Background: an optimization exercise with open tools, aiming at small area, a short achievable clock period and few clock cycles. Do not read the settings as production practice.
No functional check of the RTL was part of any run shown here.
Power figures rest on the tool's default switching activity, not on a simulated workload.

==> design.v <==
module pov_core (
    input  wire        clk,
    input  wire        rst,           
    input  wire        cmd_valid,
    input  wire [39:0] cmd_word,
    output reg         cmd_ready,
    output reg         resp_valid,
    output wire [7:0]  resp_code,
    input  wire        tick_valid,
    output reg         tick_ready,
    output reg         led_data,
    output reg         led_clk,
    output reg         led_latch,
    output wire        led_oe,
    output reg  [3:0]  coil,
    output reg  [31:0] step_delay_ms,
    output reg         timer_armed
);
    assign led_oe = 1'b0;
    reg [127:0] ring;           
    reg [3:0]   rot;
    reg         clr;            
    reg [3:0]   write_end, read_front, read_back;
    reg [4:0]   pixel_step;     
    reg         pwrap;          
    reg         pb2;            
    reg [4:0]   highlighted;
    reg         underrun, dneg;
    reg [2:0]   phase_index;
    reg [3:0]   bsh;            
    wire        halted = ~timer_armed;
    reg         busy;
    reg [3:0]   cyc;
    reg         tgo;            
    reg [6:0]   sh;
    reg         cw;             
    reg         cwp;            
    reg         dirp;           
    reg         tgo2;           
    reg         p_ophz;         
    reg [2:0]   p_op;           
    reg         p_zx;           
    reg         p_zf;           
    reg         p_zb1;          
    reg         p_z0h;          
    reg         p_a0;           
    reg         p_neg;          
    reg         p_e0;           
    reg         p_eff;          
    reg         p_elt;          
    reg         p_egt;          
    reg         p_lgt;          
    reg         rc7, rc1, rc0;
    assign resp_code = {rc7, 5'b00000, rc1, rc0};
    reg [24:0]  dm;
    reg [24:0]  dr;
    reg [2:0]   dj;             
    reg         dneg_r;         
    reg         dcy;            
    reg         dtop;           
    reg [5:0]   dcnt;           
    reg         drun;
    reg         dovf;           
    wire cmd_acc  = cmd_valid & cmd_ready;
    wire tick_acc = tick_valid & tick_ready;
    wire c15 = busy & (cyc == 4'd15);
    wire busy_n = tgo | (busy & ~c15);
    wire [3:0] cyc_n = tgo ? 4'd0 : cyc + 4'd1;
    wire       front_on = (pixel_step <= highlighted);
    wire [4:0] back_step = (pixel_step >= 5'd3) ? pixel_step - 5'd3 : pixel_step + 5'd23;
    wire       back_on  = (back_step <= highlighted);
    wire [3:0] fb = (front_on & ~clr) ? {ring[6], ring[4], ring[2], ring[0]} : 4'd0;
    wire [3:0] bb = back_on  ? bsh : 4'd0;
    wire [7:0] frame = {bb[3], fb[3], bb[2], fb[2], bb[1], fb[1], bb[0], fb[0]};
    wire       f_eq_w = (read_front == write_end);
    wire       fadv   = pwrap & ~f_eq_w;
    wire       ur_n   = underrun | (pwrap & f_eq_w);
    wire       badv   = pb2 & ~underrun;    
    reg [3:0] phase_pattern;
    always @(*) begin
        case (phase_index)
            3'd0: phase_pattern = 4'b0001;
            3'd1: phase_pattern = 4'b0011;
            3'd2: phase_pattern = 4'b0010;
            3'd3: phase_pattern = 4'b0110;
            3'd4: phase_pattern = 4'b0100;
            3'd5: phase_pattern = 4'b1100;
            3'd6: phase_pattern = 4'b1000;
            default: phase_pattern = 4'b1001;
        endcase
    end
    wire [7:0]  op  = cmd_word[39:32];
    wire [31:0] arg = cmd_word[31:0];
    wire [7:0]  sp_e = arg[30:23];
    wire        op1 = (op == 8'h01);
    wire        is1 = p_ophz & (p_op == 3'd1);
    wire        is2 = p_ophz & (p_op == 3'd2);
    wire        is3 = p_ophz & (p_op == 3'd3);
    wire        is4 = p_ophz & (p_op == 3'd4);
    wire        is5 = p_ophz & (p_op == 3'd5);
    wire        zhi   = p_zx & p_zf & p_zb1;             
    wire        z31_1 = zhi & p_z0h;                     
    wire        fz    = p_zf & p_zb1 & p_z0h & ~p_a0;    
    wire        sp_ok = ~p_neg & ~p_eff & ~(p_e0 & fz);
    wire        bad = (is1 & ~zhi) |
                      (is2 & ~z31_1) |
                      (is4 & ~sp_ok) |
                      (is5 & ~(z31_1 & ~p_a0));
    wire        illegal = ~(is1 | is2 | is3 | is4 | is5);
    wire        d_push = is1 & zhi;
    wire        d_dir  = is2 & z31_1;
    wire        d_hl   = is3;
    wire        d_hlsat = ~zhi | p_lgt;
    wire        d_sat  = is4 & sp_ok & p_elt;
    wire        d_zero = is4 & sp_ok & p_egt;
    wire        d_div  = is4 & sp_ok & ~p_elt & ~p_egt;
    wire        d_shut = is5 & z31_1 & ~p_a0;
    wire full    = (tgo & fadv) ? (read_front == write_end + 4'd1)
                                : (read_front == write_end + 4'd2);
    wire live    = cmd_acc & ~halted;
    wire push_ok = live & d_push & ~full;
    wire div_go  = live & d_div;
    wire d4      = (dj == 3'd4);
    wire dsat    = drun & d4 & (dcnt == 6'd34) & ~dsum[4];
    wire dlast   = drun & d4 & (dcnt == 6'd2);
    wire [4:0]  da   = {dr[3:0], dtop};
    wire [4:0]  db   = dneg_r ? dm[4:0] : ~dm[4:0];
    wire [5:0]  dsum = {1'b0, da} + {1'b0, db} + {5'd0, dcy};
    wire [7:0] p15d = push_ok ? arg[7:0] : (clr ? 8'd0 : ring[7:0]);
    wire [3:0] rf_n = (tgo & fadv) ? read_front + 4'd1 : read_front;
    wire       bcap = (tgo & badv) ? (rot == read_back + 4'd1)  : (rot == read_back);
    wire div_busy_n = div_go | (drun & ~dlast);    
    wire tslot_n    = ~busy_n | (cyc_n[3:1] == 3'b111);
    wire cmd_rdy_n  = cmd_valid & ~cmd_acc & ~div_busy_n &
                      (~op1 | (rot + 4'd1 == write_end));
    wire tick_rdy_n = tslot_n & ~tick_acc & (rot + 4'd2 == rf_n);
    always @(posedge clk) begin
        ring <= {p15d, ring[127:8]};
        dr   <= cmd_ready ? 25'h0753000 : {dsum[4:0], dr[24:5]};
        dm   <= cmd_ready ? {2'b01, arg[22:0]} : {dm[4:0], dm[24:5]};
        dj   <= (cmd_ready | d4) ? 3'd0 : dj + 3'd1;
        dcy  <= cmd_ready | (d4 ? ~dsum[4] : dsum[5]);
        dtop <= ~cmd_ready & ~d4 & dr[4];
        if (cmd_ready)
            dneg_r <= 1'b0;
        else if (d4)
            dneg_r <= dsum[4];
        if (cmd_ready)
            dcnt <= arg[28:23];
        else if (d4)
            dcnt <= dcnt + 6'd1;
        p_ophz <= (op[7:3] == 5'd0);
        p_op   <= op[2:0];
        p_zx   <= (arg[31:23] == 9'd0);
        p_zf   <= (arg[22:16] == 7'd0);
        p_zb1  <= (arg[15:8] == 8'd0);
        p_z0h  <= (arg[7:1] == 7'd0);
        p_a0   <= arg[0];
        p_neg  <= arg[31];
        p_e0   <= (sp_e == 8'd0);
        p_eff  <= (sp_e == 8'hFF);
        p_elt  <= (sp_e < 8'd98);
        p_egt  <= (sp_e > 8'd130);
        p_lgt  <= (arg[7:0] > 8'd26);
        cyc <= cyc_n;
        if (cmd_acc & ~rst) begin
            if (halted)
                {rc7, rc1, rc0} <= 3'b110;
            else if (d_push & full)
                {rc7, rc1, rc0} <= 3'b001;
            else
                {rc7, rc1, rc0} <= {bad | illegal, 1'b0, bad};
        end
        if (tgo) begin
            cw   <= ~ur_n;
            cwp  <= cw;
            dirp <= dneg;
        end
        if (tgo)
            sh <= frame[6:0];
        else if (busy & cyc[0])
            sh <= {sh[5:0], 1'b0};
        if (rst) begin
            rot           <= 4'd0;
            clr           <= 1'b1;
            write_end     <= 4'd0;
            read_front    <= 4'd0;
            read_back     <= 4'd15;
            pixel_step    <= 5'd0;
            pwrap         <= 1'b0;
            pb2           <= 1'b0;
            highlighted   <= 5'd0;
            underrun      <= 1'b0;
            dneg          <= 1'b0;
            phase_index   <= 3'd0;
            bsh           <= 4'd0;
            timer_armed   <= 1'b1;
            step_delay_ms <= 32'd0;
            busy          <= 1'b0;
            tgo           <= 1'b0;
            tgo2          <= 1'b0;
            led_data      <= 1'b0;
            led_clk       <= 1'b0;
            led_latch     <= 1'b0;
            coil          <= 4'd0;
            cmd_ready     <= 1'b0;
            tick_ready    <= 1'b0;
            resp_valid    <= 1'b0;
            drun          <= 1'b0;
            dovf          <= 1'b0;
        end else begin
            rot <= rot + 4'd1;
            if (rot == 4'd15)
                clr <= 1'b0;
            cmd_ready  <= cmd_rdy_n;
            tick_ready <= tick_rdy_n;
            if (bcap) bsh <= {p15d[7], p15d[5], p15d[3], p15d[1]};
            resp_valid <= (cmd_acc & ~div_go) | dlast | dovf;
            dovf       <= dsat;
            if (push_ok)
                write_end <= write_end + 4'd1;
            if (live & d_dir)
                dneg <= arg[0];
            if (live & d_hl)
                highlighted <= d_hlsat ? 5'd26 : arg[4:0];
            if (live & d_shut)
                timer_armed <= 1'b0;
            if (live & d_sat)
                step_delay_ms <= 32'hFFFF_FFFF;
            else if (live & (d_zero | d_div))
                step_delay_ms <= 32'd0;
            else if (drun & d4)
                step_delay_ms <= {step_delay_ms[30:0], ~dsum[4]};
            if (dovf)
                step_delay_ms <= 32'hFFFF_FFFF;
            if (div_go)
                drun <= 1'b1;
            else if (dlast | dsat)
                drun <= 1'b0;
            tgo <= tick_acc & ~halted & ~(live & d_shut);
            if (tgo) begin
                pixel_step  <= pwrap ? 5'd0 : pixel_step + 5'd1;
                pwrap       <= (pixel_step == 5'd24);
                pb2         <= (pixel_step == 5'd1);
                if (fadv)
                    read_front <= read_front + 4'd1;
                underrun <= ur_n;    
                if (badv)
                    read_back <= read_back + 4'd1;
            end
            if (push_ok)
                underrun <= 1'b0;
            led_latch <= c15;
            busy <= busy_n;
            if (tgo) begin
                led_clk  <= 1'b0;
                led_data <= frame[7];
            end else if (busy) begin
                if (!cyc[0]) begin
                    led_clk <= 1'b1;
                end else begin
                    led_clk <= 1'b0;
                    if (!c15)
                        led_data <= sh[6];
                end
            end
            tgo2 <= tgo;
            if (tgo2)
                phase_index <= dirp ? phase_index - 3'd1 : phase_index + 3'd1;
            if (led_latch & (tgo2 ? cwp : cw))
                coil <= phase_pattern;
        end
    end
endmodule
==> flow/run.sh <==
#!/bin/bash
# The standard layout (the standard.sh), with every input and output
# port buffered by a plain buffer cell instead of the default choice.
set -e
export BUFFER_PORTS_ARGS="-buffer_cell sky130_fd_sc_hd__buf_1"
bash standard.sh > standard.log 2>&1
==> standard.sh <==
#!/bin/bash
# synth_recipe.tcl (not shown) runs the flow's synth.tcl, then flattens the netlist and writes it again
# the make line also repeats each setting of config.mk as NAME=value (left out here)
make -C /OpenROAD-flow-scripts/flow DESIGN_CONFIG=/design/flow/config.mk WORK_HOME=/design/flow/orfs CLKGATE_MAP_FILE= SYNTH_SCRIPT=/design/flow/synth_recipe.tcl "${@:-finish}"
==> config.mk <==
export PLATFORM = sky130hd
export DESIGN_NAME = pov_core
export DESIGN_NICKNAME = pov_core
export VERILOG_FILES = /design/flow/design.v
export SDC_FILE = /design/flow/constraint.sdc
export NUM_CORES = 4
export LEC_CHECK = 0
export CAP_MARGIN = 20
export CORE_MARGIN = 2
export CORE_UTILIZATION = 40
export CTS_CLUSTER_DIAMETER = 100
export CTS_CLUSTER_SIZE = 25
export PLACE_DENSITY = 0.6
export SETUP_SLACK_MARGIN = 4.0
export SLEW_MARGIN = 20
==> constraint.sdc <==
create_clock -name core_clock -period 6.5 [get_ports {clk}]
set_input_delay 1.3000 -clock core_clock [delete_from_list [all_inputs] [get_ports {clk}]]
set_output_delay 1.3000 -clock core_clock [all_outputs]
set_load 0.01 [all_outputs]
==> results of run 1 <==
cells by family (layout without fill, tap and decap cells):
kind of cell | Yosys count | count (layout) | share of synthesized area (%)
AOI/OAI and AO/OA | 171 | 172 | 10.75
xor gates and xnor gates | 46 | 46 | 3.907
adders and majority gates | 36 | 36 | 4.514
buffers and inverters | 83 | 170 | 3.482
DFF | 308 | 308 | 61.64
muxes | 36 | 36 | 3.834
other | 1 | 6 | 0.03636
and+or+nand+nor | 241 | 241 | 11.84
final cells by class:
class	instances	area, um2	area share [%]
flip-flops and latches	308	6395	54.25
multi-input cells	537	3802	32.25
repair buffers	112	586.8	4.978
clock buffers	22	422.9	3.587
well taps	330	412.9	3.502
inverters	34	132.6	1.125
clock inverters	2	36.28	0.3078
sequential cells by signal, summed over array words and instances, names as in the netlist, 5 cells and up:
register       count
dm                25
pixel_step         5
step_delay_ms     32
highlighted        5
dcnt               6
dr                25
ring             128
sh                 7
through the flow:
stage	area (um2)	worst slack [ns]	instances	util, %	hold WS [ns]
after floorplan	10360	3.855	927	-	0.3096
after global placement	10930	3.381	1302	43.26	0.3097
after detailed placement	10930	3.333	1302	43.26	0.3121
after CTS	11650	4.003	1341	46.14	0.3249
after global routing	11790	3.932	1345	46.68	0.3263
final	11790	4.030	1345	46.68	0.3231
timing repair:
action / CTS / global route
pin swaps: 5 / 12
setup endpoints to repair: 22 / 27
gates cloned: 3 / 0
resized for setup: 37 / 26
buffers inserted: 12 / 4
power breakdown:
group / switching, W / internal (W) / total, W
combinational: 0.000224 / 0.000220 / 0.000444
sequential: 0.0000673 / 0.00204 / 0.00211
clock: 0.000585 / 0.000471 / 0.00106
metal layers:
metal / up-vias / track usage [%]
met5: - / 0
met4: 0 / 3.202
met3: 21 / 2.059
met2: 99 / 22.88
met1: 3121 / 20.65
li1: 3313 / -
placed cells by master (no fill, tap or decap), drive strengths merged, types with 3 or more instances in the layout:
master,instances
a211oi,7
a21o,3
a21oi,66
a22o,6
a22oi,32
a31oi,5
and2,7
buf,109
clkbuf,23
conb,6
dfxtp,289
edfxtp,19
ha,34
inv,34
mux2,25
mux2i,11
nand2,43
nand2b,13
nand3,19
nand3b,3
nand4,8
nor2,67
nor2b,33
nor3,20
nor4,6
o211ai,3
o21a,6
o21ai,21
o22ai,5
or2,7
or4,7
xnor2,25
xor2,21
final timing paths:
kind | start | to | slack [ns] | cells after the start
setup / recovery | cmd_valid | ring[121] | 4.03 | 9
hold / removal | ring[29] | ring[21] | 0.32 | 0
setup reg to reg | pixel_step[0] | sh[5] | 4.07 | 11
hold reg to reg | ring[29] | ring[21] | 0.32 | 0
==> impl_metrics.json, run 1 <==
{
  "final_nets": 1089,
  "max_slew.worst_pin.slew_ns": 0.9111,
  "status": "finished clean",
  "htreeDepth": 1,
  "synth.area.top_cells": "dfxtp_1 (56%), edfxtp_1 (5.5%), ha_1 (4.1%), a21oi_1 (3.2%), mux2_2 (2.6%)",
  "fmax_mhz": 404.8,
  "grt_usage_pct": 14.33,
  "die_h_um": 164.6,
  "setup_viol": 0,
  "end_kind": "flip-flop",
  "report.final.hold_viol_count": 0,
  "ys_ff_latch": 308,
  "ir_worst_vdd_mv": 0.2092,
  "antenna-diode-count": 0,
  "wl_met3_um": 772,
  "die_w_um": 164.6,
  "p_leak_nw": 4.388,
  "maxCapViolations": 0,
  "ys.flop_type": "dfxtp_1",
  "syn-cell-area_um2": 10310,
  "wl_per_cell_um": 14.36,
  "grt_pass1_wl_um": 31390,
  "p_per_area_nw_per_um2": 306.3,
  "start_util_pct": 40.83,
  "synth_edf_count": 19,
  "ant_nets": 0,
  "ys_top_cells_by_count": "dfxtp_1 (289), nor2_1 (67), a21oi_1 (66)",
  "grt_pass1_vias": 6203,
  "worstPathRequired_ns": 6.91,
  "drt_wl_total_um": 19320,
  "dr.pass1.iters": 4,
  "clk_pin_slew_worst_paths_ns": 0.10,
  "crit_chain": "buf_8 > nand2_8 > nor2_4 > nand2_4 > or4_4 > o211ai_4 > mux2i_2 > buf_4 > inv_2",
  "coreArea_um2": 25250,
  "clk_latency_ns": 0.51,
  "drv_slew": 0,
  "fin_setup_tns_ns": 0,
  "fin_crit_ns": 2.470,
  "rsz0062_at_grt": "true",
  "synth_most_common_cell": "dfxtp_1",
  "synth_top_area_share_pct": 56.10,
  "ctsHoldBuffers": 0,
  "grt_max_degree": 79,
  "cts_root_buffer": "clkbuf_16",
  "drt-initial-drc-count": 337,
  "cts_tree": "done",
  "wl_met2_um": 8559,
  "worst-path-buf-inv": 3,
  "antenna_found_initial": 0,
  "drcViolationCount": 0,
  "cp.arrival_ns": 2.88,
  "drive_gt1_share_pct": 12.41,
  "critical_path_class": "in -> reg",
  "slowest_stage": "or4_4",
  "ys_types": 65,
  "startpoint_type": "input port",
  "vias": 6554,
  "yosys_warnings": 1,
  "yosys.area.top_type": "dfxtp_1",
  "fin_crit_sh_pct": 38.00,
  "fp-row-count": 58,
  "hpwlAfterDp_um": 12750,
  "slew_headroom_pct": 38.79,
  "total_power_w": 0.003611,
  "gp_congestion": 0.7972,
  "finClkSkew_ns": 0.01439,
  "dieArea_um2": 27080,
  "fillers": 2387,
  "met1_length_um": 9640,
  "synthCells": 922,
  "critical-path-top-delay-family": "simple AND/OR/NAND/NOR gates",
  "crit_path_max_incr_delay_ns": 0.56,
  "synthToLayoutAreaGrowth_pct": 14.32,
  "port_buffers": 89,
  "synth_area_per_cell_um2": 11.18,
  "grt_overflow_total": 0,
  "clock-sinks": 308,
  "top_layer_used": "met4",
  "vias_per_cell": 4.873,
  "seq_area_frac_synth_pct": 61.64,
  "worstHoldPathType": "reg -> reg",
  "pin_count": 96,
  "cts.path.max_buffers": 3,
  "async_reset_ff_share_pct": 0,
  "cts_buffers": 16,
  "cp_max_fo": 5
}
==> run 2, diff against run 1 <==
--- a/config.mk
+++ b/config.mk
@@ -9,6 +9,6 @@
 export CORE_MARGIN = 2
-export CORE_UTILIZATION = 40
+export CORE_UTILIZATION = 50
 export CTS_CLUSTER_DIAMETER = 100
 export CTS_CLUSTER_SIZE = 25
-export PLACE_DENSITY = 0.6
+export PLACE_DENSITY = 0.65
 export SETUP_SLACK_MARGIN = 4.0
==> run 2 against run 1 <==
  * Still clean on timing, DRC and antenna
  * Count of clock-buffer cells in the layout unchanged
  * Maximum frequency down 1.2%
  * Combinational power down 2%
  * Total power down 0.17%
  * Setup slack worse by 0.031 ns
  * First-iteration DRC count up 0.30%
  * Synthesized area unchanged
  * Largest cell class unchanged
  * Largest power group unchanged
==> impl_metrics.json, run 2 <==
{
  "status": "finished clean",
  "cp_max_fo": 6,
  "whs_path_depth": 0,
  "place_ws_ns": 3.323,
  "ys_ff_latch": 308,
  "ir_worst_vdd_mv": 0.2629,
  "crit_path_max_incr_delay_ns": 0.50,
  "ctsHoldBuffers": 0,
  "holdWs_ns": 0.3207,
  "async_reset_ff_share_pct": 0,
  "synth.area.top_cells": "dfxtp_1 (56%), edfxtp_1 (5.5%), ha_1 (4.1%), a21oi_1 (3.2%), mux2_2 (2.6%)",
  "p_seq_share_pct": 58.6,
  "die_w_um": 147.6,
  "crit_chain": "buf_2 > nand2_8 > nor2_4 > nand2_2 > or4_4 > o211ai_4 > buf_4 > mux2i_1 > nor2_1",
  "rr_worst_depth": 8,
  "vias_per_cell": 5.088,
  "clk_latency_ns": 0.50,
  "fin_ws_ns": 3.999,
  "synthToLayoutAreaGrowth_pct": 13.59,
  "drv_slew": 0,
  "slowest_stage": "or4_4",
  "clock-sinks": 308,
  "min_from": "ring[65]",
  "startpoint_type": "input port",
  "synth_area_per_cell_um2": 11.18,
  "total_power_w": 0.003605,
  "wl_per_cell_um": 14.75,
  "vias": 6553,
  "ant_nets": 0,
  "synth_edf_count": 19,
  "grt_pass1_wl_um": 31000,
  "p_leak_nw": 4.385,
  "setup_viol": 0,
  "synth_most_common_cell": "dfxtp_1",
  "combPwrFrac_pct": 12.1,
  "ys_top_cells_by_count": "dfxtp_1 (289), nor2_1 (67), a21oi_1 (66)",
  "drcViolationCount": 0,
  "seq_area_frac_synth_pct": 61.64,
  "gp_congestion": 0.7763,
  "grt_overflow_total": 0,
  "pin_count": 96,
  "synthCells": 922,
  "die_h_um": 147.6,
  "dr.pass1.iters": 4,
  "layout_commonest_cell": "dfxtp_1",
  "ys.flop_type": "dfxtp_1",
  "fp-row-count": 52,
  "switching_share_pct": 24.24,
  "critical_path_class": "in -> reg",
  "worstHoldPathType": "reg -> reg",
  "clkPwrFrac_pct": 29.3,
  "port_buffers": 89,
  "dieArea_um2": 21790,
  "report.final.hold_viol_count": 0,
  "hpwlAfterDp_um": 12240,
  "switchingPower_w": 0.0008737,
  "cp.arrival_ns": 2.88,
  "end_kind": "flip-flop",
  "syn-cell-area_um2": 10310,
  "ys_types": 65,
  "cts.path.max_buffers": 3,
  "max_slew.worst_pin.slew_ns": 0.7542,
  "grt_usage_pct": 17.23,
  "htreeDepth": 1,
  "cts_root_buffer": "clkbuf_16",
  "largestRegisters": "ring (128), step_delay_ms (32)",
  "fin_setup_tns_ns": 0,
  "maxCapViolations": 0,
  "grt_max_degree": 80,
  "top_register": "ring",
  "worstPathRequired_ns": 6.88,
  "synth_top_area_share_pct": 56.10,
  "coreArea_um2": 20230,
  "largest_reg_flops": 128,
  "p_per_area_nw_per_um2": 307.7,
  "rsz0062_at_grt": "true",
  "finClkSkew_ns": 0.02004,
  "start_util_pct": 50.96,
  "yosys.area.top_type": "dfxtp_1",
  "fin_crit_ns": 2.501,
  "antenna_found_initial": 0,
  "fmax_mhz": 399.8,
  "drt_wl_total_um": 19000,
  "final_cell_mix": "dfxtp_1 (274), buf_1 (86), a21oi_1 (64)",
  "power.internal_w": 0.002731,
  "final_nets": 1092,
  "cts_buffers": 16,
  "antenna-diode-count": 0,
  "cts_tree": "done",
  "r2r_start": "read_front[1]",
  "startpoint": "cmd_valid",
  "clk_pin_slew_worst_paths_ns": 0.10,
  "drive_gt1_share_pct": 12.18,
  "slew_headroom_pct": 49.60,
  "yosys_warnings": 1,
  "drt-initial-drc-count": 338,
  "grt_pass1_vias": 6202,
  "fin_crit_sh_pct": 38.48
}
run 2: cell type report:
cell class / count / area, um2
well taps: 270 / 337.8
clock buffers: 22 / 422.9
flip-flops and latches: 308 / 6397
repair buffers: 115 / 599.3
multi-input cells: 537 / 3787
fillers: 1748 / 8521
inverters: 34 / 132.6
clock inverters: 2 / 36.28
run 2: kinds of logic after synthesis:
group / Yosys count / share of synthesized area, %
muxes: 36 / 3.834
other: 1 / 0.03636
xor gates and xnor gates: 46 / 3.907
and+or+nand+nor: 241 / 11.84
adders and majority gates: 36 / 4.514
AOI/OAI and AO/OA: 171 / 10.75
DFF: 308 / 61.64
buffers and inverters: 83 / 3.482
run 2: through the flow:
stage	cells	utilization, %	instance area, um2
6_report	1288	57.89	11710
5_1_grt	1288	57.89	11710
4_1_cts	1281	57.11	11560
3_5_place_dp	1241	53.61	10850
3_3_place_gp	1241	53.59	10840
2_1_floorplan	927	-	10360
run 2: worst max-delay path: cells and delay by family:
family	cells	cell delay, ns
AND/OR/NAND/NOR	5	0.86
AO/OA/AOI/OAI	1	0.19
buffers and inverters	2	0.35
multiplexers	1	0.18
run 2: path summary, 6_finish.rpt:
| path | end | slack, ns |
|---|---|---|
| max | write_end[1] | 4.00 |
| min | ring[57] | 0.32 |
| max reg2reg | write_end[1] | 4.00 |
| min reg2reg | ring[57] | 0.32 |
run 2: layer usage:
| metal | part of all wire (%) | track usage, % | wire length, um | up-vias |
|---|---|---|---|---|
| li1 | - | - | - | 3332 |
| met1 | 49 | 24.92 | 9305 | 3077 |
| met2 | 45 | 27.40 | 8629 | 114 |
| met3 | 3.5 | 2.778 | 669 | 30 |
| met4 | 2.1 | 3.798 | 397 | 0 |
| met5 | 0 | 0 | 0 | - |
run 2: repair_timing:
action | 4_1_cts | 5_1_grt
buffers inserted | 13 | 7
cloned | 3 | 0
pin swaps | 6 | 7
endpoints found under the hold margin | 0 | 0
setup endpoints to repair | 26 | 29
resized for setup | 30 | 24
run 2: power groups by stage:
| stage | Clock (W) | Combinational (W) | Sequential, W |
|---|---|---|---|
| after detailed placement | 0 | 0.000409 | 0.00216 |
| after CTS | 0.00109 | 0.000429 | 0.00211 |
| final | 0.00106 | 0.000436 | 0.00211 |
| after global routing | 0.00116 | 0.000499 | 0.00213 |
| after floorplan | 0 | 0.000329 | 0.00213 |
| after global placement | 0 | 0.000403 | 0.00216 |
==> run 3, diff against run 2 <==
--- a/design.v
+++ b/design.v
@@ -63,3 +63,4 @@
     reg         dovf;           
-    wire cmd_acc  = cmd_valid & cmd_ready;
+    reg  crdy;
+    wire cmd_acc  = crdy;
     wire tick_acc = tick_valid & tick_ready;
@@ -138,8 +139,8 @@
         ring <= {p15d, ring[127:8]};
-        dr   <= cmd_ready ? 25'h0753000 : {dsum[4:0], dr[24:5]};
-        dm   <= cmd_ready ? {2'b01, arg[22:0]} : {dm[4:0], dm[24:5]};
-        dj   <= (cmd_ready | d4) ? 3'd0 : dj + 3'd1;
-        dcy  <= cmd_ready | (d4 ? ~dsum[4] : dsum[5]);
-        dtop <= ~cmd_ready & ~d4 & dr[4];
-        if (cmd_ready)
+        dr   <= crdy ? 25'h0753000 : {dsum[4:0], dr[24:5]};
+        dm   <= crdy ? {2'b01, arg[22:0]} : {dm[4:0], dm[24:5]};
+        dj   <= (crdy | d4) ? 3'd0 : dj + 3'd1;
+        dcy  <= crdy | (d4 ? ~dsum[4] : dsum[5]);
+        dtop <= ~crdy & ~d4 & dr[4];
+        if (crdy)
             dneg_r <= 1'b0;
@@ -147,3 +148,3 @@
             dneg_r <= dsum[4];
-        if (cmd_ready)
+        if (crdy)
             dcnt <= arg[28:23];
@@ -206,2 +207,3 @@
             cmd_ready     <= 1'b0;
+            crdy          <= 1'b0;
             tick_ready    <= 1'b0;
@@ -214,3 +216,5 @@
                 clr <= 1'b0;
-            cmd_ready  <= cmd_rdy_n;
+            crdy       <= cmd_rdy_n;
+            cmd_ready  <= cmd_valid & ~cmd_ready & ~div_busy_n &
+                          (~op1 | (rot + 4'd1 == write_end));
             tick_ready <= tick_rdy_n;
--- a/config.mk
+++ b/config.mk
@@ -9,6 +9,6 @@
 export CORE_MARGIN = 2
-export CORE_UTILIZATION = 50
+export CORE_UTILIZATION = 40
 export CTS_CLUSTER_DIAMETER = 100
 export CTS_CLUSTER_SIZE = 25
-export PLACE_DENSITY = 0.65
+export PLACE_DENSITY = 0.6
 export SETUP_SLACK_MARGIN = 4.0
==> run 3 against run 2 <==
  * First-iteration DRC count is 8.6% higher
  * Utilization is 12 points lower
  * Highest routed layer unchanged
  * Non-clock buffer count is 8 lower
  * Via count is 2.0% lower
  * Critical endpoint is now bsh[3]
  * Register-to-register slack better by 0.07 ns
  * Final cell count is 3.3% higher
  * Still clean
  * Hold slack worse by 0.0029 ns
==> impl_metrics.json, run 3 <==
{
  "r2r_start": "read_front[1]",
  "dr.pass1.iters": 4,
  "startpoint_type": "flip-flop",
  "pin_count": 96,
  "worstHoldPathType": "reg -> reg",
  "grt_max_degree": 86,
  "rsz0062_at_grt": "true",
  "drt-initial-drc-count": 367,
  "fp-row-count": 58,
  "fin_setup_tns_ns": 0,
  "post-route-util_pct": 45.96,
  "synth_top_area_share_pct": 56.30,
  "cp_max_fo": 9,
  "antenna-diode-count": 0,
  "synthToLayoutAreaGrowth_pct": 12.56,
  "ctsHoldBuffers": 0,
  "port_buffers": 89,
  "setup_viol": 0,
  "syn-cell-area_um2": 10310,
  "slew_headroom_pct": 41.82,
  "ys_ff_latch": 309,
  "gp_congestion": 0.8156,
  "synth_area_per_cell_um2": 11.29,
  "largestRegisters": "ring (128), step_delay_ms (32)",
  "cts_root_buffer": "clkbuf_16",
  "final_area_um2": 11610,
  "ys_types": 57,
  "drt_wl_total_um": 18830,
  "grt_overflow_total": 0,
  "p_per_area_nw_per_um2": 314.5,
  "critical-path-top-delay-family": "simple AND/OR/NAND/NOR gates",
  "largest_reg_flops": 128,
  "ant_nets": 0,
  "htreeDepth": 1,
  "hpwlAfterDp_um": 12360,
  "clk_pin_slew_worst_paths_ns": 0.10,
  "status": "finished clean",
  "final_nets": 1074,
  "antenna_found_initial": 0,
  "drv_slew": 0,
  "drive_gt1_share_pct": 10.50,
  "vias_per_cell": 4.829,
  "vias": 6423,
  "synth_most_common_cell": "dfxtp_1",
  "synth_edf_count": 19,
  "end_kind": "flip-flop",
  "dieArea_um2": 27080,
  "finClkSkew_ns": 0.02140,
  "start_util_pct": 40.83,
  "ys_top_cells_by_count": "dfxtp_1 (290), a21oi_1 (73), nor2_1 (60)",
  "max_slew.worst_pin.slew_ns": 0.8727,
  "grt_pass1_wl_um": 29390,
  "top_register": "ring",
  "critical_path_class": "reg -> reg",
  "coreArea_um2": 25250,
  "startpoint": "read_front[1]",
  "layout_commonest_cell": "dfxtp_1",
  "yosys_warnings": 1,
  "ir_worst_vdd_mv": 0.1868,
  "maxCapViolations": 0,
  "fmax_mhz": 410.5,
  "report.final.hold_viol_count": 0,
  "yosys.area.top_type": "dfxtp_1",
  "fin_crit_sh_pct": 37.48,
  "synthCells": 913,
  "seq_area_frac_synth_pct": 61.84,
  "worst-path-buf-inv": 2,
  "clk_latency_ns": 0.51,
  "crit_chain": "xor2_1 > nor4_1 > o221ai_4 > buf_4 > a41oi_4 > buf_12 > nor3b_1 > a21oi_1 > o2bb2ai_1",
  "grt_pass1_vias": 5829,
  "min_from": "ring[85]",
  "cp.arrival_ns": 2.84,
  "drcViolationCount": 0,
  "cts_buffers": 16,
  "cts_tree": "done",
  "slowest_stage": "nor4_1",
  "p_leak_nw": 4.254,
  "die_w_um": 164.6,
  "async_reset_ff_share_pct": 0,
  "grt_usage_pct": 13.23,
  "synth.area.top_cells": "dfxtp_1 (56%), edfxtp_1 (5.5%), ha_1 (4.1%), a21oi_1 (3.5%), mux2_2 (2.6%)",
  "ys.flop_type": "dfxtp_1",
  "wl_per_cell_um": 14.16,
  "die_h_um": 164.6,
  "place_area_um2": 10890,
  "crit_path_max_incr_delay_ns": 0.66,
  "clock-sinks": 309,
  "worstPathRequired_ns": 6.91,
  "cts.path.max_buffers": 3,
  "fin_crit_ns": 2.436,
  "final_cell_mix": "dfxtp_1 (276), buf_1 (88), a21oi_1 (71)",
  "holdWs_ns": 0.3178
}
run 3: changes by cell type in the layout (fill, tap and decap cells not counted), moves of 4 or more:
cell	delta
o22ai_1	-4
inv_1	-8
buf_4	-7
nor2_1	-5
a21oi_1	+7
run 3: what timing repair did:
action	4_1_cts	5_1_grt
endpoints found under the setup margin	58	56
pin swaps	1	9
gates cloned	0	1
setup buffers	0	13
gates resized for setup	12	27
run 3: final cells by class:
type	instances	area (um2)
Sequential cell	309	6409
Multi-Input combinational cell	537	3755
Fill cell	2395	13650
Tap cell	330	412.9
Timing Repair Buffer	107	488.0
Clock buffer	22	422.9
Clock inverter	2	32.53
Inverter	23	86.33
run 3: kinds of logic after synthesis:
group	Yosys count	share of synthesized area, %
buffers and inverters	73	3.143
multiplexers	30	3.204
flip-flops	309	61.84
other	1	0.03637
adder cells (fa/ha/maj)	36	4.514
AND/OR/NAND/NOR	242	12.10
AO/OA/AOI/OAI	172	10.92
XOR/XNOR	50	4.247
run 3: through the flow:
stage                     instances  total power (W)  worst slack (ns)
after detailed placement       1292         0.002596             3.552
after global placement         1292         0.002590             3.605
after global routing           1330         0.003841             3.937
after CTS                      1316         0.003669             3.936
after floorplan                 918         0.002486             4.048
final                          1330         0.003651             4.064
run 3: report_power, final:
part | internal, W | switching, W | leakage [nW]
Sequential | 0.00206 | 0.0000719 | 2.54
Combinational | 0.000232 | 0.000230 | 1.49
Clock | 0.000469 | 0.000592 | 0.218
run 3: worst paths after layout:
kind	endpoint	depth (start not counted)	slack (ns)
setup reg to reg	bsh[3]	9	4.06
hold / removal	ring[77]	0	0.32
hold reg to reg	ring[77]	0	0.32
setup / recovery	bsh[3]	9	4.06
run 3: metal layers:
metal	GRT usage, %	vias up	part of all wire [%]
met3	1.883	26	3.5
li1	-	3301	-
met1	19.99	2998	52
met4	3.123	0	2.0
met2	19.93	98	43
met5	0	-	0
==> run 4, diff against run 3 <==
--- a/config.mk
+++ b/config.mk
@@ -13,3 +13,3 @@
 export PLACE_DENSITY = 0.6
-export SETUP_SLACK_MARGIN = 4.0
+export SETUP_SLACK_MARGIN = 4.2
 export SLEW_MARGIN = 20
==> run 4 against run 3 <==
  * Sequential share of layout area shrank 2.7 points
  * Utilization grew 2.9 points
  * Sequential power is essentially flat
  * Total power grew 2.0%
  * Non-clock buffer count grew 28
  * Still clean on timing, DRC and antenna
  * Count of clock-buffer cells in the layout shrank 2
  * Largest cell class unchanged
==> impl_metrics.json, run 4 <==
{
  "antenna-diode-count": 0,
  "grt_max_degree": 86,
  "fp-row-count": 58,
  "ir_worst_vdd_mv": 0.2168,
  "top_register": "ring",
  "fin_crit_sh_pct": 37.10,
  "fmax_mhz": 414.6,
  "synthXorXnorAreaFrac_pct": 4.247,
  "cts_root_buffer": "clkbuf_16",
  "synth_mux_area_share_pct": 3.203,
  "drt_wl_total_um": 19910,
  "cts_buffers": 16,
  "crit_chain": "clkbuf_2",
  "grt_pass1_wl_um": 31660,
  "report.final.hold_viol_count": 0,
  "layout_commonest_cell": "dfxtp_1",
  "rsz0062_at_grt": "true",
  "synth_top_area_share_pct": 56.30,
  "grt_usage_pct": 14.43,
  "p_per_area_nw_per_um2": 301.8,
  "synth.area.top_cells": "dfxtp_1 (56%), edfxtp_1 (5.5%), ha_1 (4.1%), a21oi_1 (3.5%), mux2_2 (2.6%)",
  "antenna_found_initial": 1,
  "dr.pass1.iters": 4,
  "largest_reg_flops": 128,
  "gp_congestion": 0.7763,
  "cp.arrival_ns": 1.11,
  "max_slew.worst_pin.slew_ns": 0.8617,
  "synthCells": 913,
  "synth_edf_count": 19,
  "maxCapViolations": 0,
  "drv_slew": 0,
  "slowest_stage": "edfxtp_1",
  "grt_pass1_vias": 6067,
  "start_util_pct": 40.83,
  "clk_pin_slew_worst_paths_ns": 0.10,
  "drive_gt1_share_pct": 23.88,
  "synth_fa_ha_area_share_pct": 4.514,
  "cp_max_fo": 1,
  "seq_area_frac_synth_pct": 61.84,
  "worstPathRequired_ns": 5.20,
  "clk_latency_ns": 0.50,
  "end_kind": "output port",
  "yosys_warnings": 1,
  "ant_nets": 0,
  "yosys.area.top_type": "dfxtp_1",
  "crit_path_max_incr_delay_ns": 0.45,
  "synth_compound_area_share_pct": 10.92,
  "coreArea_um2": 25250,
  "finalNonFillerCells": 1356,
  "die_w_um": 164.6,
  "final_nets": 1102,
  "hpwlAfterDp_um": 12670,
  "synthToLayoutAreaGrowth_pct": 19.62,
  "largestRegisters": "ring (128), step_delay_ms (32)",
  "htreeDepth": 1,
  "syn-cell-area_um2": 10310,
  "clock-sinks": 309,
  "dpl.cell_count": 1291,
  "finClkSkew_ns": 0.01952,
  "critical_path_class": "reg -> out",
  "fin_crit_ns": 2.412,
  "cts.path.max_buffers": 3,
  "dieArea_um2": 27080,
  "port_buffers": 89,
  "ys_ff_latch": 309,
  "worst-path-buf-inv": 1,
  "final_cell_mix": "dfxtp_1 (231), a21oi_1 (70), nor2_1 (59)",
  "slew_headroom_pct": 42.55,
  "grt_overflow_total": 0,
  "die_h_um": 164.6,
  "ys_types": 57,
  "synth_most_common_cell": "dfxtp_1",
  "fin_setup_tns_ns": 0,
  "startpoint_type": "flip-flop",
  "status": "finished clean",
  "vias_per_cell": 4.902,
  "cts_tree": "done",
  "critical-path-top-delay-family": "flip-flops",
  "drt-initial-drc-count": 416,
  "synth_area_per_cell_um2": 11.29,
  "drcViolationCount": 0,
  "async_reset_ff_share_pct": 0,
  "p_leak_nw": 4.673,
  "worstHoldPathType": "reg -> reg",
  "synth_simple_gate_area_share_pct": 12.10,
  "setup_viol": 0,
  "synth_top_family_by_area": "simple AND/OR/NAND/NOR gates",
  "wl_per_cell_um": 14.68,
  "pin_count": 96,
  "ys.flop_type": "dfxtp_1",
  "ys_top_cells_by_count": "dfxtp_1 (290), a21oi_1 (73), nor2_1 (60)",
  "ctsHoldBuffers": 0,
  "vias": 6647
}
[run 4: area by class of cell]
type / instances / area, um2
fillers: 2262 / 12920
flip-flops and latches: 309 / 6482
multi-input cells: 537 / 3923
repair buffers: 135 / 978.4
clock buffers: 20 / 415.4
well taps: 330 / 412.9
inverters: 23 / 90.09
clock inverters: 2 / 32.53
[run 4: final timing paths]
| path | from | endpoint | slack, ns | cells past startpoint |
|---|---|---|---|---|
| worst max-delay path | rc1 | resp_code[1] | 4.09 | 1 |
| worst min-delay path | ring[109] | ring[101] | 0.31 | 0 |
| worst max register to register | pixel_step[4] | sh[1] | 4.17 | 12 |
| worst min register to register | ring[109] | ring[101] | 0.31 | 0 |
[run 4: what timing repair did]
action | 4_1_cts | 5_1_grt
pin swaps | 13 | 13
setup endpoints to repair | 108 | 97
gates cloned | 1 | 1
setup buffers | 32 | 9
resized for setup | 125 | 64
[run 4: kinds of logic after synthesis]
kind of cell    after synthesis
flops                       309
simple gates                242
compound gates              172
buf+inv                      73
xor+xnor                     50
fa+ha+maj                    36
mux                          30
other cells                   1
[run 4: where the power goes]
part | total (W) | internal [W] | switching (W) | leakage, nW
Combinational | 0.000544 | 0.000296 | 0.000248 | 1.89
Sequential | 0.00212 | 0.00205 | 0.0000694 | 2.57
Clock | 0.00106 | 0.000465 | 0.000591 | 0.216
[run 4: metal layers]
layer | global-route usage (%) | up-vias | routed length [um]
met2 | 21.97 | 111 | 8705
met5 | 0 | - | 13
met3 | 2.210 | 25 | 699
met1 | 21.53 | 3161 | 10110
met4 | 3.399 | 2 | 382
li1 | - | 3348 | -
[run 4: per-stage QoR]
stage / area, um2 / hold slack (ns) / setup WS [ns] / util, % / power, W
finish: 12330 / 0.3112 / 4.088 / 48.84 / 0.003722
global route: 12330 / 0.3140 / 4.008 / 48.84 / 0.003915
CTS: 11930 / 0.3128 / 4.067 / 47.23 / 0.003742
detailed placement: 10910 / 0.3121 / 3.549 / 43.19 / 0.002602
global placement: 10900 / 0.3098 / 3.636 / 43.17 / 0.002597
floorplan: 10350 / 0.3096 / 4.210 / - / 0.002493
==> run 5, diff against run 4 <==
--- a/config.mk
+++ b/config.mk
@@ -9,7 +9,7 @@
 export CORE_MARGIN = 2
-export CORE_UTILIZATION = 40
+export CORE_UTILIZATION = 50
 export CTS_CLUSTER_DIAMETER = 100
 export CTS_CLUSTER_SIZE = 25
-export PLACE_DENSITY = 0.6
-export SETUP_SLACK_MARGIN = 4.2
+export PLACE_DENSITY = 0.65
+export SETUP_SLACK_MARGIN = 4.0
 export SLEW_MARGIN = 20
==> run 5 against run 4 <==
  * Count of clock-buffer cells in the layout grew 1
  * Final cell count down 6.6%
  * Non-clock buffer count fell by 33
  * Flip-flop and latch count unchanged
  * Register-to-register slack got worse by 0.05 ns
  * Critical path depth did not move
  * Critical endpoint is now timer_armed
  * Sequential power about the same
  * Via count is 2.9% lower
  * Synthesized area stayed put
  * First-iteration DRC count down 26%
  * Cell area fell by 6.6%
==> impl_metrics.json, run 5 <==
{
  "status": "finished clean",
  "largestRegisters": "ring (128), step_delay_ms (32)",
  "final_nets": 1069,
  "rsz0062_at_grt": "true",
  "gp_congestion": 0.8312,
  "drv_slew": 0,
  "antenna_found_initial": 2,
  "seq_area_frac_synth_pct": 61.84,
  "p_per_area_nw_per_um2": 314.3,
  "cts_tree": "done",
  "die_h_um": 147.6,
  "cts.path.max_buffers": 3,
  "grt_overflow_total": 0,
  "end_kind": "output port",
  "critical_path_class": "reg -> out",
  "vias_per_cell": 5.096,
  "ir_worst_vdd_mv": 0.2650,
  "synth_edf_count": 19,
  "synth_most_common_cell": "dfxtp_1",
  "post-route-util_pct": 56.94,
  "htreeDepth": 1,
  "pin_count": 96,
  "grt_max_degree": 71,
  "synthCells": 913,
  "cts_buffers": 16,
  "dieArea_um2": 21790,
  "clk_latency_ns": 0.50,
  "grt-busiest-layer": "met2",
  "fin_setup_tns_ns": 0,
  "drive_gt1_share_pct": 10.26,
  "wl_per_cell_um": 14.50,
  "syn-cell-area_um2": 10310,
  "ant_nets": 0,
  "grt_util_met3_pct": 2.840,
  "ys_top_cells_by_count": "dfxtp_1 (290), a21oi_1 (73), nor2_1 (60)",
  "synth_area_per_cell_um2": 11.29,
  "coreArea_um2": 20230,
  "final_cell_mix": "dfxtp_1 (277), buf_1 (88), a21oi_1 (72)",
  "cts_root_buffer": "clkbuf_16",
  "crit_chain": "buf_1",
  "ys_types": 57,
  "start_util_pct": 50.96,
  "grt_usage_pct": 16.28,
  "finClkSkew_ns": 0.01580,
  "drt-initial-drc-count": 307,
  "yosys_warnings": 1,
  "cp.depth": 1,
  "critical-path-top-delay-family": "flip-flops",
  "ys_ff_latch": 309,
  "synthToLayoutAreaGrowth_pct": 11.75,
  "fin_crit_sh_pct": 37.00,
  "rr_worst_depth": 6,
  "cp_max_fo": 4,
  "drcViolationCount": 0,
  "async_reset_ff_share_pct": 0,
  "worstPathRequired_ns": 5.20,
  "port_buffers": 89,
  "cp.arrival_ns": 1.10,
  "vias": 6452,
  "ctsHoldBuffers": 0,
  "fin_ws_ns": 4.095,
  "fmax_mhz": 415.8,
  "dr.pass1.iters": 4,
  "slowest_stage": "dfxtp_1",
  "yosys.area.top_type": "dfxtp_1",
  "grt_pass1_wl_um": 29260,
  "layout_commonest_cell": "dfxtp_1",
  "synth.area.top_cells": "dfxtp_1 (56%), edfxtp_1 (5.5%), ha_1 (4.1%), a21oi_1 (3.5%), mux2_2 (2.6%)",
  "crit_path_max_incr_delay_ns": 0.43,
  "maxCapViolations": 0,
  "top_register": "ring",
  "use_met1_pct": 24.31,
  "met2_usage_pct": 25.05,
  "clk_pin_slew_worst_paths_ns": 0.09,
  "hpwlAfterDp_um": 12210,
  "largest_reg_flops": 128,
  "whs_path_depth": 0,
  "synth_top_area_share_pct": 56.30,
  "worstHoldPathType": "reg -> reg",
  "fp-row-count": 52,
  "p_leak_nw": 4.234,
  "worst-path-buf-inv": 1,
  "drt_wl_total_um": 18360,
  "clock-sinks": 309,
  "setup_viol": 0,
  "grt_pass1_vias": 5814,
  "place_ws_ns": 3.569,
  "fin_crit_ns": 2.405,
  "die_w_um": 147.6,
  "report.final.hold_viol_count": 0,
  "fillers": 1785,
  "max_slew.worst_pin.slew_ns": 0.6680,
  "ys.flop_type": "dfxtp_1",
  "startpoint_type": "flip-flop",
  "slew_headroom_pct": 54.88
}
-- run 5: logic make-up after synthesis --
kind of cell    share of synthesized area [%]
xor+xnor                                4.247
buf+inv                                 3.143
other cells                           0.03637
fa+ha+maj                               4.514
flops                                   61.84
compound gates                          10.92
simple gates                            12.10
mux                                     3.204
-- run 5: per-layer routing --
layer,vias to the layer above,routed length [um],share of wire [%]
met5,-,0,0
met4,0,278,1.5
met3,17,768,4.2
met2,105,8170,44
met1,3036,9143,50
li1,3294,-,-
-- run 5: cell type report --
class / instances / area, um2 / area share (%)
Antenna cell: 2 / 5.005 / 0.04344
Timing Repair Buffer: 102 / 451.7 / 3.920
Multi-Input combinational cell: 537 / 3780 / 32.80
Clock inverter: 2 / 32.53 / 0.2823
Sequential cell: 309 / 6410 / 55.63
Inverter: 23 / 86.33 / 0.7493
Tap cell: 270 / 337.8 / 2.932
Clock buffer: 21 / 419.2 / 3.638
-- run 5: final timing paths --
| kind | slack, ns | endpoint | start |
|---|---|---|---|
| worst max register to register | 4.12 | rc0 | write_end[0] |
| worst max-delay path | 4.10 | timer_armed | timer_armed |
| worst min register to register | 0.32 | ring[103] | ring[111] |
| worst min-delay path | 0.32 | ring[103] | ring[111] |
-- run 5: where the power goes --
| group | switching [W] | internal, W | total [W] | leakage (nW) |
|---|---|---|---|---|
| Clock | 0.000571 | 0.000466 | 0.00104 | 0.217 |
| Sequential | 0.0000698 | 0.00206 | 0.00212 | 2.54 |
| Combinational | 0.000233 | 0.000226 | 0.000459 | 1.47 |
-- run 5: timing repair --
| action | in CTS | in global routing |
|---|---|---|
| resized for setup | 12 | 30 |
| setup buffers | 0 | 8 |
| endpoints found under the setup margin | 58 | 56 |
| endpoints found under the hold margin | 0 | 0 |
| cloned | 0 | 1 |
| pin swaps | 1 | 8 |
-- run 5: per-stage QoR --
step                      total power (W)  hold WS, ns  instances  instance area, um2
final                            0.003621       0.3221       1266               11520
after detailed placement         0.002598       0.3121       1232               10820
after CTS                        0.003647       0.3185       1255               11310
after global routing             0.003811       0.3193       1264               11520
after global placement           0.002592       0.3098       1232               10820
after floorplan                  0.002486       0.3096        918               10330
==> run 6, diff against run 5 <==
--- a/design.v
+++ b/design.v
@@ -69,5 +69,4 @@
     wire [3:0] cyc_n = tgo ? 4'd0 : cyc + 4'd1;
-    wire       front_on = (pixel_step <= highlighted);
+    reg        front_on, back_on;
     wire [4:0] back_step = (pixel_step >= 5'd3) ? pixel_step - 5'd3 : pixel_step + 5'd23;
-    wire       back_on  = (back_step <= highlighted);
     wire [3:0] fb = (front_on & ~clr) ? {ring[6], ring[4], ring[2], ring[0]} : 4'd0;
@@ -135,3 +134,4 @@
     wire cmd_rdy_n  = cmd_valid & ~cmd_acc & ~div_busy_n &
-                      (~op1 | (rot + 4'd1 == write_end));
+                      (~op1 | (rot + 4'd1 == write_end)) &
+                      ~((op == 8'h03) & tick_rdy_n);
     wire tick_rdy_n = tslot_n & ~tick_acc & (rot + 4'd2 == rf_n);
@@ -166,2 +166,4 @@
         cyc <= cyc_n;
+        front_on <= (pixel_step <= highlighted);
+        back_on  <= (back_step <= highlighted);
         if (cmd_acc & ~rst) begin
@@ -218,3 +220,4 @@
             cmd_ready  <= cmd_valid & ~cmd_ready & ~div_busy_n &
-                          (~op1 | (rot + 4'd1 == write_end));
+                          (~op1 | (rot + 4'd1 == write_end)) &
+                          ~((op == 8'h03) & tick_rdy_n);
             tick_ready <= tick_rdy_n;
--- a/config.mk
+++ b/config.mk
@@ -9,6 +9,6 @@
 export CORE_MARGIN = 2
-export CORE_UTILIZATION = 50
+export CORE_UTILIZATION = 40
 export CTS_CLUSTER_DIAMETER = 100
 export CTS_CLUSTER_SIZE = 25
-export PLACE_DENSITY = 0.65
+export PLACE_DENSITY = 0.6
 export SETUP_SLACK_MARGIN = 4.0
==> run 6 against run 5 <==
  * Sequential power about the same
  * Via count rose by 4.4%
  * First-iteration DRC count grew 16%
  * Flip-flop and latch count is 2 higher
  * Critical path depth increased by 5
  * Global-route usage fell by 2.1 points
  * Clock skew increased by 0.0043 ns
==> impl_metrics.json, run 6 <==
{
  "status": "finished clean",
  "drt_wl_total_um": 20230,
  "p_leak_nw": 4.307,
  "coreArea_um2": 26130,
  "yosys.area.top_type": "dfxtp_1",
  "switching_share_pct": 24.14,
  "synth_area_per_cell_um2": 11.20,
  "ir_worst_vdd_mv": 0.1654,
  "max_slew.worst_pin.slew_ns": 0.6663,
  "slew_headroom_pct": 55.34,
  "drv_slew": 0,
  "crit_chain": "xor2_1 > o41a_4 > o21ai_0 > o2111a_2 > nor2_4 > mux2_2",
  "clkPwrFrac_pct": 29.4,
  "grt_max_degree": 81,
  "seq_area_frac_synth_pct": 59.95,
  "cts_root_buffer": "clkbuf_16",
  "startpoint_type": "flip-flop",
  "cts_buffers": 16,
  "dr.pass1.iters": 5,
  "fp-row-count": 59,
  "drt-initial-drc-count": 357,
  "synth.area.top_cells": "dfxtp_1 (55%), edfxtp_1 (5.3%), ha_1 (4.0%), a21oi_1 (3.3%), mux2_2 (2.9%)",
  "ys.flop_type": "dfxtp_1",
  "holdWs_ns": 0.3219,
  "antenna_found_initial": 1,
  "antenna-diode-count": 0,
  "vias": 6738,
  "rrSetupSlack_ns": 4.07,
  "pin_count": 96,
  "clock-sinks": 311,
  "synth_top_area_share_pct": 54.62,
  "ys_top_cells_by_count": "dfxtp_1 (292), a21oi_1 (70), nor2_1 (56)",
  "yosys_warnings": 1,
  "async_reset_ff_share_pct": 0,
  "syn-cell-area_um2": 10700,
  "clk_latency_ns": 0.51,
  "power.internal_w": 0.002774,
  "die_w_um": 167.6,
  "clk_pin_slew_worst_paths_ns": 0.10,
  "worstPathRequired_ns": 6.89,
  "end_kind": "flip-flop",
  "setup_viol": 0,
  "synthToLayoutAreaGrowth_pct": 10.60,
  "fmax_mhz": 412.1,
  "finClkSkew_ns": 0.02012,
  "p_seq_share_pct": 58.8,
  "cts.path.max_buffers": 3,
  "cp.arrival_ns": 2.81,
  "ant_nets": 0,
  "grt_pass1_vias": 6331,
  "p_per_area_nw_per_um2": 308.9,
  "total_power_w": 0.003657,
  "grt_overflow_total": 0,
  "vias_per_cell": 4.936,
  "rsz0062_at_grt": "false",
  "cts_tree": "done",
  "wl_per_cell_um": 14.82,
  "port_buffers": 89,
  "fillers": 2502,
  "final_area_um2": 11840,
  "final_cell_mix": "dfxtp_1 (286), buf_1 (88), a21oi_1 (68)",
  "place_area_um2": 11270,
  "worstHoldPathType": "reg -> reg",
  "ys_types": 75,
  "ctsHoldBuffers": 0,
  "cp_max_fo": 11,
  "maxCapViolations": 0,
  "ys_ff_latch": 311,
  "layout_commonest_cell": "dfxtp_1",
  "dieArea_um2": 28080,
  "critical_path_class": "reg -> reg",
  "drive_gt1_share_pct": 9.515,
  "die_h_um": 167.6,
  "report.final.hold_viol_count": 0,
  "grt_usage_pct": 14.20,
  "fin_setup_tns_ns": 0,
  "grt_pass1_wl_um": 32930,
  "largestRegisters": "ring (128), step_delay_ms (32)",
  "synth_most_common_cell": "dfxtp_1",
  "switchingPower_w": 0.0008829,
  "fin_crit_sh_pct": 37.34,
  "crit_path_max_incr_delay_ns": 0.52,
  "htreeDepth": 1,
  "slowest_stage": "dfxtp_1",
  "synth_edf_count": 19,
  "combPwrFrac_pct": 11.9,
  "hpwlAfterDp_um": 13830,
  "fin_crit_ns": 2.427,
  "largest_reg_flops": 128,
  "final_nets": 1106,
  "start_util_pct": 40.96,
  "top_register": "ring",
  "synthCells": 956,
  "gp_congestion": 0.7519,
  "drcViolationCount": 0
}
[run 6: cell types whose count changed after synthesis, sizes merged, moves of 4 or more]
cell / before / now
nand2: 43 / 52
o211ai: 0 / 4
o21ai: 19 / 28
buf: 14 / 18
o21a: 7 / 2
nor4b: 1 / 5
a22o: 6 / 0
nor2b: 30 / 36
inv: 23 / 28
xor2: 22 / 15
nor3b: 7 / 2
mux2: 24 / 29
nand3: 18 / 28
[run 6: layout make-up]
cell class	count	area (um2)	share of cell area, %
sequential	311	6426	54.29
multi-input combinational	568	4000	33.79
clock buffer	20	436.7	3.689
timing repair buffer	100	429.2	3.625
tap	335	419.2	3.541
inverter	29	108.9	0.9196
clock inverter	2	17.52	0.1480
[run 6: power groups by stage]
stage                     clock network (W)  registers (W)  logic [W]
after global routing                0.00117        0.00217   0.000504
after floorplan                           0        0.00216   0.000358
final                               0.00107        0.00215   0.000435
after detailed placement                  0        0.00219   0.000435
after CTS                           0.00111        0.00215   0.000443
after global placement                    0        0.00219   0.000431
[run 6: worst paths after layout]
path                              startpoint        end  depth (start not counted)
worst max-delay path            write_end[1]  ring[123]                          6
worst min-delay path                ring[94]   ring[86]                          0
worst max register to register  write_end[1]  ring[123]                          6
worst min register to register      ring[94]   ring[86]                          0
[run 6: repair_timing]
item	in CTS	in global routing
pin swaps	0	2
endpoints found under the setup margin	60	47
hold endpoints to repair	0	0
setup buffers	0	6
gates resized for setup	9	9
cloned	0	0
[run 6: stage by stage]
step           instances  setup slack, ns  util, %
2_1_floorplan        961            3.988        -
3_3_place_gp        1337            3.369    43.13
3_5_place_dp        1337            3.237    43.13
4_1_cts             1359            3.985    44.97
5_1_grt             1365            3.976    45.30
6_report            1365            4.073    45.30
[run 6: layer usage]
layer	routed length, um	global-route usage [%]	vias to the layer above
met3	1083	3.829	32
met5	12	0	-
met4	368	3.100	2
met1	9906	19.89	3163
met2	8857	22.05	111
li1	-	-	3430
[run 6: cells by family after synthesis]
logic type               count (synthesis)  share of synthesized area [%]
buffers and inverters                   82                          3.542
XOR/XNOR                                46                          4.583
other                                    1                        0.03504
AO/OA/AOI/OAI                          179                          10.84
multiplexers                            34                          3.554
adder cells (fa/ha/maj)                 36                          4.349
AND/OR/NAND/NOR                        267                          13.15
flip-flops                             311                          59.95
[run 6: worst max-delay path, delay by kind of cell (launching register included)]
| family | cells | cell delay (ns) |
|---|---|---|
| AO/OA/AOI/OAI | 3 | 0.75 |
| flip-flops | 1 | 0.52 |
| XOR/XNOR | 1 | 0.38 |
| multiplexers | 1 | 0.38 |
| AND/OR/NAND/NOR | 1 | 0.29 |
==> run 7, diff against run 6 <==
--- a/config.mk
+++ b/config.mk
@@ -13,3 +13,3 @@
 export PLACE_DENSITY = 0.6
-export SETUP_SLACK_MARGIN = 4.0
+export SETUP_SLACK_MARGIN = 4.2
 export SLEW_MARGIN = 20
==> run 7 against run 6 <==
  * Register-to-register slack improved by 0.19 ns
  * Wire length is 5.2% higher
  * Utilization grew 3.1 points
  * Final cell count is 2.9% higher
  * Non-clock buffer count increased by 39
  * Global-route usage up 0.74 points
  * Clock skew grew 0.0081 ns
  * Sequential share of layout area down 2.8 points
  * Via count increased by 2.6%
  * Synthesized cell count unchanged
==> impl_metrics.json, run 7 <==
{
  "drt_wl_total_um": 21270,
  "start_util_pct": 40.96,
  "cts_root_buffer": "clkbuf_16",
  "ir_worst_vdd_mv": 0.1592,
  "cp_max_fo": 1,
  "slowest_stage": "edfxtp_1",
  "drcViolationCount": 0,
  "status": "finished clean",
  "yosys_warnings": 1,
  "syn-cell-area_um2": 10700,
  "ys.flop_type": "dfxtp_1",
  "ys_top_cells_by_count": "dfxtp_1 (292), a21oi_1 (70), nor2_1 (56)",
  "final_cell_mix": "dfxtp_1 (237), a21oi_1 (67), nor2_1 (55)",
  "finalNonFillerCells": 1405,
  "clock-sinks": 311,
  "cts.path.max_buffers": 3,
  "dieArea_um2": 28080,
  "synth_top_area_share_pct": 54.62,
  "dr.pass1.iters": 5,
  "report.final.hold_viol_count": 0,
  "synth_area_per_cell_um2": 11.20,
  "coreArea_um2": 26130,
  "largest_reg_flops": 128,
  "end_kind": "output port",
  "gp_congestion": 0.7683,
  "ys_ff_latch": 311,
  "ant_nets": 0,
  "fin_setup_tns_ns": 0,
  "hpwlAfterDp_um": 14050,
  "synth_edf_count": 19,
  "critical_path_class": "reg -> out",
  "max_slew.worst_pin.slew_ns": 0.7272,
  "async_reset_ff_share_pct": 0,
  "maxCapViolations": 0,
  "largestRegisters": "ring (128), step_delay_ms (32)",
  "slew_headroom_pct": 51.25,
  "drt-initial-drc-count": 348,
  "fin_crit_ns": 2.344,
  "fmax_mhz": 426.6,
  "top_register": "ring",
  "grt_pass1_wl_um": 34550,
  "fp-row-count": 59,
  "pin_count": 96,
  "die_h_um": 167.6,
  "cp.arrival_ns": 1.04,
  "vias": 6915,
  "wl_per_cell_um": 15.14,
  "synthCells": 956,
  "ys_types": 75,
  "rsz0062_at_grt": "true",
  "grt_usage_pct": 14.94,
  "drv_slew": 0,
  "worstPathRequired_ns": 5.20,
  "setup_viol": 0,
  "p_per_area_nw_per_um2": 289.2,
  "layout_commonest_cell": "dfxtp_1",
  "htreeDepth": 1,
  "final_area_um2": 12660,
  "place_area_um2": 11300,
  "grt_max_degree": 70,
  "clk_pin_slew_worst_paths_ns": 0.10,
  "port_buffers": 89,
  "synthToLayoutAreaGrowth_pct": 18.27,
  "ctsHoldBuffers": 0,
  "crit_chain": "clkbuf_2",
  "cts_buffers": 16,
  "grt_pass1_vias": 6754,
  "antenna_found_initial": 0,
  "critical-path-top-delay-family": "flip-flops",
  "worst-path-buf-inv": 1,
  "clk_latency_ns": 0.51,
  "grt_overflow_total": 0,
  "worstHoldPathType": "reg -> reg",
  "synth.area.top_cells": "dfxtp_1 (55%), edfxtp_1 (5.3%), ha_1 (4.0%), a21oi_1 (3.3%), mux2_2 (2.9%)",
  "cts_tree": "done",
  "final_nets": 1145,
  "fin_crit_sh_pct": 36.06,
  "startpoint_type": "flip-flop",
  "crit_path_max_incr_delay_ns": 0.39,
  "p_leak_nw": 4.774,
  "die_w_um": 167.6,
  "finClkSkew_ns": 0.02820,
  "seq_area_frac_synth_pct": 59.95,
  "drive_gt1_share_pct": 23.20,
  "vias_per_cell": 4.922,
  "yosys.area.top_type": "dfxtp_1",
  "dpl.cell_count": 1338,
  "synth_most_common_cell": "dfxtp_1"
}
run 7: kinds of logic (layout without fill, tap and decap cells):
| family | count (synthesis) | after routing | synth area share [%] |
|---|---|---|---|
| DFF | 311 | 311 | 59.95 |
| adders and majority gates | 36 | 36 | 4.349 |
| xor gates and xnor gates | 46 | 46 | 4.583 |
| AOI/OAI and AO/OA | 179 | 179 | 10.84 |
| buffers and inverters | 82 | 190 | 3.542 |
| muxes | 34 | 34 | 3.554 |
| and+or+nand+nor | 267 | 267 | 13.15 |
| other | 1 | 7 | 0.03504 |
run 7: final timing paths:
path,cells after the start,start,to,slack [ns]
worst min register to register,0,ring[124],ring[116],0.33
worst max-delay path,1,rc0,resp_code[0],4.16
worst min-delay path,0,ring[124],ring[116],0.33
worst max register to register,8,write_end[0],write_end[2],4.26
run 7: metal layers:
metal / GRT usage [%] / vias to the layer above / share of wire (%)
met5: 0 / - / 0
li1: - / 3501 / -
met3: 3.569 / 34 / 5.0
met4: 3.554 / 0 / 2.2
met2: 24.45 / 117 / 46
met1: 20.08 / 3263 / 47
run 7: final cells by class:
cell class / instances / area, um2
Sequential cell: 311 / 6513
Tap cell: 335 / 419.2
Timing Repair Buffer: 139 / 1054
Clock inverter: 2 / 32.53
Multi-Input combinational cell: 568 / 4114
Inverter: 29 / 108.9
Antenna cell: 1 / 2.502
Fill cell: 2416 / 13470
Clock buffer: 20 / 415.4
run 7: stage by stage:
step	setup slack (ns)	utilization, %	hold slack (ns)	total power, W
3_5_place_dp	3.416	43.23	0.3121	0.002628
6_report	4.156	48.44	0.3282	0.003661
3_3_place_gp	3.418	43.23	0.3100	0.002618
5_1_grt	4.109	48.43	0.3365	0.003856
2_1_floorplan	4.007	-	0.3096	0.002520
4_1_cts	4.118	46.98	0.3324	0.003702
run 7: where the power goes:
| group | leakage, nW | switching, W | internal, W |
|---|---|---|---|
| sequential | 2.58 | 0.0000719 | 0.00207 |
| clock | 0.216 | 0.000591 | 0.000463 |
| combinational | 1.98 | 0.000227 | 0.000238 |
run 7: timing repair:
action                     CTS  global route
setup buffers               35             9
pin swaps                    6            12
gates resized for setup    114            74
gates cloned                 0             0
setup endpoints to repair  101            92

[what the ideal ports hide]
No port has a modelled driver above. Below, the same layouts with a new extraction and two added sets of constraints. Step 1 (the two cells are an assumption about what drives the block):
set clk [get_ports {clk}]
set_driving_cell -lib_cell sky130_fd_sc_hd__clkbuf_16 $clk
set_driving_cell -lib_cell sky130_fd_sc_hd__buf_2 [delete_from_list [all_inputs] $clk]
Step 2, shift: input delay + t, output delay - t, t = (earliest + latest rising clock arrival at the registers) / 2. This alone moves slack from input paths to output paths. Slacks: ideal ports / drivers / drivers and shift; pairs: ideal ports / drivers.
run | t, ns | setup slack, ns | latest minus earliest clock arrival (ns)
run 1 | 0.544 | 4.030 / 4.012 / 3.468 | 0.016 / 0.016
run 2 | 0.538 | 3.999 / 4.000 / 3.470 | 0.022 / 0.021
run 3 | 0.541 | 4.064 / 4.031 / 3.890 | 0.023 / 0.022
run 4 | 0.544 | 4.088 / 4.041 / 3.902 | 0.028 / 0.029
run 5 | 0.537 | 4.095 / 4.049 / 3.642 | 0.021 / 0.020
run 6 | 0.538 | 4.073 / 4.073 / 3.812 | 0.025 / 0.025
run 7 | 0.541 | 4.156 / 4.112 / 3.740 | 0.030 / 0.030
After both steps every run listed still meets setup and hold. For run 1, which loses most, drivers alone change the setup slack by -0.018 ns; drivers and shift together by -0.562 ns.
